Context: an optimization exercise on an open-source flow, tuned for small area, a short achievable clock period and few clock cycles. The choices shown serve that exercise and are no tape-out recipe. RTL that was checked went through simulation tests only; none was proved equivalent to the original.

Setup of main:
==> module mbf_wrx, before the edit <==
module mbf_wrx (
    input  wire        clk,
    input  wire        rst,
    input  wire        rx_strict,
    input  wire        rx_valid,
    input  wire [31:0] rx_data,
    input  wire        rx_last,
    input  wire [2:0]  rx_cnt,
    output reg         rd_valid,
    output reg  [31:0] rd_data,
    output reg  [2:0]  rd_cnt,
    output reg         res_valid,
    output reg  [1:0]  res_kind,
    output reg  [3:0]  res_err,
    output wire [15:0] res_cmd,
    output wire [15:0] res_len
);
    localparam [15:0] CMD_DBG_MESSAGE = 16'hF001;
    localparam [15:0] CMD_ID_RETRY    = 16'hF002;
    localparam [1:0] KIND_MESSAGE = 2'd0;
    localparam [1:0] KIND_RETRY   = 2'd1;
    localparam [1:0] KIND_DEBUG   = 2'd2;
    localparam [1:0] KIND_FAIL    = 2'd3;
    localparam [3:0] ERR_NONE         = 4'h0;
    localparam [3:0] ERR_LEN_MISMATCH = 4'h2;
    localparam [3:0] ERR_BAD_PACKET   = 4'h3;
    localparam [3:0] ERR_INCONSISTENT = 4'h4;
    localparam [3:0] ERR_TOO_LONG     = 4'h5;
    reg        first;        
    reg [4:0]  k;            
    reg [4:0]  nidx;         
    reg [3:0]  tot0;
    reg [10:0] need;         
    reg        len_big;      
    reg        lenok1;       
    reg        p0ge4;        
    reg [15:0] cmd_q;
    reg [9:0]  len_q;        
    reg        cmd_dbg;      
    reg        cmd_rty;      
    reg        w0;           
    reg        w1;           
    reg [6:0]  t_q;          
    reg [5:0]  plen_q;
    reg        cmpl_q;       
    reg        inc_q;        
    reg        tl_q;         
    assign res_cmd = cmd_q;
    assign res_len = {6'd0, len_q};
    wire [2:0]  nb     = rx_cnt;
    wire [3:0]  idx_in = rx_data[15:12];
    wire [3:0]  tot_in = rx_data[11:8];
    reg  [2:0]  tk_cnt;
    reg         tk_hi;       
    always @(*) begin
        tk_hi = 1'b0;
        if (w0) begin
            tk_hi  = 1'b1;
            tk_cnt = first ? 3'd0 :
                     (rx_data[5:1] != 5'd0) ? 3'd2 : {2'b00, rx_data[0]};
        end else if (w1 && first) begin
            tk_hi  = 1'b1;
            tk_cnt = (plen_q[5:3] != 3'd0 || plen_q[2:1] == 2'b11) ? 3'd2 :
                     (plen_q == 6'd5) ? 3'd1 : 3'd0;
        end else begin
            tk_cnt = t_q[6] ? 3'd0 : (t_q[5:0] > 6'd4) ? 3'd4 : t_q[2:0];
        end
    end
    reg         plen_ge;
    always @(*) begin
        case (nb)
            3'd2:    plen_ge = (rx_data[5:0] != 6'd0);
            3'd3:    plen_ge = (rx_data[5:1] != 5'd0);
            3'd4:    plen_ge = (rx_data[5:2] != 4'd0) || (rx_data[1:0] == 2'd3);
            3'd5:    plen_ge = (rx_data[5:2] != 4'd0);
            3'd6:    plen_ge = (rx_data[5:3] != 3'd0) || (rx_data[2] && rx_data[1:0] != 2'd0);
            3'd7:    plen_ge = (rx_data[5:3] != 3'd0) || (rx_data[2] && rx_data[1]);
            default: plen_ge = 1'b1;
        endcase
    end
    wire        short_w0 = first || plen_ge;
    wire        short_wn = (!t_q[6] && ((t_q[5:0] > 6'd4) || (nb < t_q[2:0]))) ||
                           (first && w1 && nb < 3'd2);
    wire        bad_pkt  = w0 ? short_w0 : ((plen_q == 6'd63) || short_wn);
    wire [5:0]  plen_s   = w0 ? {4'd0, rx_data[1:0]} : plen_q;
    wire        tl_w0    = !first && (k == 5'd16);
    wire        inc_w0   = rx_strict &&
                           (first ? (idx_in != 4'd0)
                                  : (({1'b0, idx_in} != nidx) || (tot_in != tot0)));
    wire        cmpl_w0  = (idx_in == tot_in);
    wire        too_long = w0 ? tl_w0   : tl_q;
    wire        inconsist = w0 ? inc_w0 : inc_q;
    wire        complete = w0 ? cmpl_w0 : cmpl_q;
    wire [5:0]  len_m4   = plen_q - 6'd4;
    wire        lenok_in = (rx_data[15:0] == {10'd0, len_m4}) && (plen_q[5:2] != 4'd0);
    wire        len_ok   = first ? (w1 ? lenok_in : lenok1)
                                 : ((need == {5'd0, plen_s}) && !len_big && p0ge4);
    wire [6:0]  need_k   = 7'd4 - {1'b0, plen_q};            
    wire [6:0]  need_lo  = {1'b0, rx_data[5:0]} + {1'b0, need_k[5:0]};
    wire [4:0]  len_hi   = {1'b0, rx_data[9:6]};
    wire [4:0]  len_hm1  = len_hi - 5'd1;
    wire [4:0]  len_hp1  = len_hi + 5'd1;
    wire [4:0]  need_hi  = need_k[6] ? (need_lo[6] ? len_hi : len_hm1)
                                     : (need_lo[6] ? len_hp1 : len_hi);
    wire [10:0] need_1   = {need_hi, need_lo[5:0]};
    reg  [10:0] need_nx;
    always @(*) begin
        if (!w0)
            need_nx = need - {5'd0, plen_q};
        else case (rx_data[1:0])
            2'd0:    need_nx = need;
            2'd1:    need_nx = need - 11'd1;
            default: need_nx = need - 11'd2;
        endcase
    end
    wire        ev       = rx_valid && rx_last;
    wire        fail     = bad_pkt || too_long || inconsist;
    wire        ended    = fail || complete;
    always @(posedge clk) begin
        rd_data  <= {rx_data[31:16], tk_hi ? rx_data[31:16] : rx_data[15:0]};
        rd_cnt   <= tk_cnt;
        res_kind <= fail || !len_ok      ? KIND_FAIL :
                    cmd_dbg ? KIND_DEBUG :
                    cmd_rty ? KIND_RETRY : KIND_MESSAGE;
        res_err  <= bad_pkt   ? ERR_BAD_PACKET :
                    too_long  ? ERR_TOO_LONG :
                    inconsist ? ERR_INCONSISTENT :
                    !len_ok   ? ERR_LEN_MISMATCH : ERR_NONE;
        if (rst) begin
            first     <= 1'b1;
            w0        <= 1'b1;
            w1        <= 1'b0;
            rd_valid  <= 1'b0;
            res_valid <= 1'b0;
        end else begin
            rd_valid  <= rx_valid && (tk_cnt != 3'd0);
            res_valid <= ev && ended;
            if (rx_valid) begin
                if (w0) begin
                    plen_q <= rx_data[5:0];
                    cmpl_q <= cmpl_w0;
                    inc_q  <= inc_w0;
                    tl_q   <= tl_w0;
                    k      <= first ? 5'd1 : k + 5'd1;
                    nidx   <= {1'b0, idx_in} + 5'd1;
                    if (first) tot0 <= tot_in;
                    if (first) begin
                        cmd_q   <= rx_data[31:16];
                        cmd_dbg <= (rx_data[31:16] == CMD_DBG_MESSAGE);
                        cmd_rty <= (rx_data[31:16] == CMD_ID_RETRY);
                    end
                end
                if (first && w1) begin
                    len_q   <= rx_data[9:0];
                    len_big <= (rx_data[15:10] != 6'd0);
                    lenok1  <= lenok_in;
                    need    <= need_1;
                end
                if (rx_last) begin
                    w0    <= 1'b1;
                    w1    <= 1'b0;
                    first <= ended;
                    if (!first) need <= need_nx;
                    if (first)
                        p0ge4 <= (plen_q[5:2] != 4'd0);
                end else begin
                    w0 <= 1'b0;
                    w1 <= w0;
                    if (w0)
                        t_q <= {1'b0, rx_data[5:0]} - 7'd2;
                    else if (!t_q[6])
                        t_q <= t_q - 7'd4;
                end
            end
        end
    end
endmodule
clock: 8.0 ns
lec_check: 0
abc_area: 1
cap_margin: 20
core_margin: 2
core_utilization: 40
cts_cluster_diameter: 120
cts_cluster_size: 24
slew_margin: 20
standard.sh (not shown) runs the stock make flow with config.mk's settings and CLKGATE_MAP_FILE= SYNTH_SCRIPT=/design/flow/synth_recipe.tcl, a recipe that flattens the netlist after the stock synthesis.
==> flow/flow/run.sh <==
#!/bin/bash
set -euo pipefail
export BUFFER_PORTS_ARGS="-buffer_cell sky130_fd_sc_hd__buf_1"
export SETUP_SLACK_MARGIN=5.3
bash standard.sh > standard.log 2>&1
Modified inputs, the feature branch compared to main
--- a/flow/design.v
+++ b/flow/design.v
@@ -221,16 +221,15 @@
     reg        w0;           
     reg        w1;           
     reg [6:0]  t_q;          
     reg [5:0]  plen_q;
-    reg        cmpl_q;       
-    reg        inc_q;        
-    reg        tl_q;         
+    reg [3:0]  idx_q;
+    reg [3:0]  tot_q;
     assign res_cmd = cmd_q;
     assign res_len = {6'd0, len_q};
     wire [2:0]  nb     = rx_cnt;
-    wire [3:0]  idx_in = rx_data[15:12];
-    wire [3:0]  tot_in = rx_data[11:8];
+    wire [3:0]  idx_c  = w0 ? rx_data[15:12] : idx_q;
+    wire [3:0]  tot_c  = w0 ? rx_data[11:8]  : tot_q;
     reg  [2:0]  tk_cnt;
     reg         tk_hi;       
     always @(*) begin
         tk_hi = 1'b0;
@@ -262,28 +261,19 @@
     wire        short_wn = (!t_q[6] && ((t_q[5:0] > 6'd4) || (nb < t_q[2:0]))) ||
                            (first && w1 && nb < 3'd2);
     wire        bad_pkt  = w0 ? short_w0 : ((plen_q == 6'd63) || short_wn);
     wire [5:0]  plen_s   = w0 ? {4'd0, rx_data[1:0]} : plen_q;
-    wire        tl_w0    = !first && (k == 5'd16);
-    wire        inc_w0   = rx_strict &&
-                           (first ? (idx_in != 4'd0)
-                                  : (({1'b0, idx_in} != nidx) || (tot_in != tot0)));
-    wire        cmpl_w0  = (idx_in == tot_in);
-    wire        too_long = w0 ? tl_w0   : tl_q;
-    wire        inconsist = w0 ? inc_w0 : inc_q;
-    wire        complete = w0 ? cmpl_w0 : cmpl_q;
+    wire        too_long = !first && (k == 5'd16);
+    wire        inconsist = rx_strict &&
+                            (first ? (idx_c != 4'd0)
+                                   : (({1'b0, idx_c} != nidx) || (tot_c != tot0)));
+    wire        complete = (idx_c == tot_c);
     wire [5:0]  len_m4   = plen_q - 6'd4;
     wire        lenok_in = (rx_data[15:0] == {10'd0, len_m4}) && (plen_q[5:2] != 4'd0);
     wire        len_ok   = first ? (w1 ? lenok_in : lenok1)
                                  : ((need == {5'd0, plen_s}) && !len_big && p0ge4);
-    wire [6:0]  need_k   = 7'd4 - {1'b0, plen_q};            
-    wire [6:0]  need_lo  = {1'b0, rx_data[5:0]} + {1'b0, need_k[5:0]};
-    wire [4:0]  len_hi   = {1'b0, rx_data[9:6]};
-    wire [4:0]  len_hm1  = len_hi - 5'd1;
-    wire [4:0]  len_hp1  = len_hi + 5'd1;
-    wire [4:0]  need_hi  = need_k[6] ? (need_lo[6] ? len_hi : len_hm1)
-                                     : (need_lo[6] ? len_hp1 : len_hi);
-    wire [10:0] need_1   = {need_hi, need_lo[5:0]};
+    wire [10:0] need_k   = 11'd4 - {5'd0, plen_q};
+    wire [10:0] need_1   = {1'b0, rx_data[9:0]} + need_k;
     reg  [10:0] need_nx;
     always @(*) begin
         if (!w0)
             need_nx = need - {5'd0, plen_q};
@@ -317,14 +307,10 @@
             res_valid <= ev && ended;
             if (rx_valid) begin
                 if (w0) begin
                     plen_q <= rx_data[5:0];
-                    cmpl_q <= cmpl_w0;
-                    inc_q  <= inc_w0;
-                    tl_q   <= tl_w0;
-                    k      <= first ? 5'd1 : k + 5'd1;
-                    nidx   <= {1'b0, idx_in} + 5'd1;
-                    if (first) tot0 <= tot_in;
+                    idx_q  <= rx_data[15:12];
+                    tot_q  <= rx_data[11:8];
                     if (first) begin
                         cmd_q   <= rx_data[31:16];
                         cmd_dbg <= (rx_data[31:16] == CMD_DBG_MESSAGE);
                         cmd_rty <= (rx_data[31:16] == CMD_ID_RETRY);
@@ -339,11 +325,15 @@
                 if (rx_last) begin
                     w0    <= 1'b1;
                     w1    <= 1'b0;
                     first <= ended;
+                    k     <= first ? 5'd1 : k + 5'd1;
                     if (!first) need <= need_nx;
-                    if (first)
+                    nidx  <= {1'b0, idx_c} + 5'd1;
+                    if (first) begin
+                        tot0  <= tot_c;
                         p0ge4 <= (plen_q[5:2] != 4'd0);
+                    end
                 end else begin
                     w0 <= 1'b0;
                     w1 <= w0;
                     if (w0)
--- outcome ---
Looking at count of cells resized by post-cts repair, the feature branch sits about 19% lower than main does. The feature branch ended up with a lower time the worst path needs with I/O delays and setup than main did. Taking main as the reference point, the utilization of the core after routing of the feature branch rises by 0.73 points. Sort the feature branch and main by wire length of the first global-routing pass, descending, and main comes first. Compared with main, the feature branch shows a higher relative contribution of combinational cells to total power.
Testbench counts of the feature branch, summed over its fixed seeds: cycles 21,768.
Only the layout flow was run in main; the RTL was not checked for function there.

-- afterwards: timing with drivers on the ports --
The flow's constraints put no driver on any port. The routed layouts listed below were extracted and timed again, unchanged, in two steps. Step 1, drivers: a clkbuf_16 drives clk and a buf_2 each remaining input, both assumed. Step 2 moves the port delays by t, midway between the first and last clock arrival at a register: inputs arrive t later, outputs are due t later. That takes back most of the time a late clock gives input paths. a / b / c = ideal ports / drivers / drivers and shift; a / b = the first two.
| run | t, ns | setup slack, ns | hold slack, ns | clock arrival spread, ns | pins driven straight from the clock port |
|---|---|---|---|---|---|
| main | 0.531 | 5.169 / 5.174 / 4.643 | 0.469 / 0.469 / 0.469 | 0.026 / 0.026 | 1 |
| the feature branch | 0.534 | 5.305 / 5.252 / 4.811 | 0.476 / 0.476 / 0.476 | 0.021 / 0.021 | 1 |
After both steps every run listed still meets setup and hold. For main, which loses most, drivers alone change the setup slack by +0.005 ns; drivers and shift together by -0.526 ns.
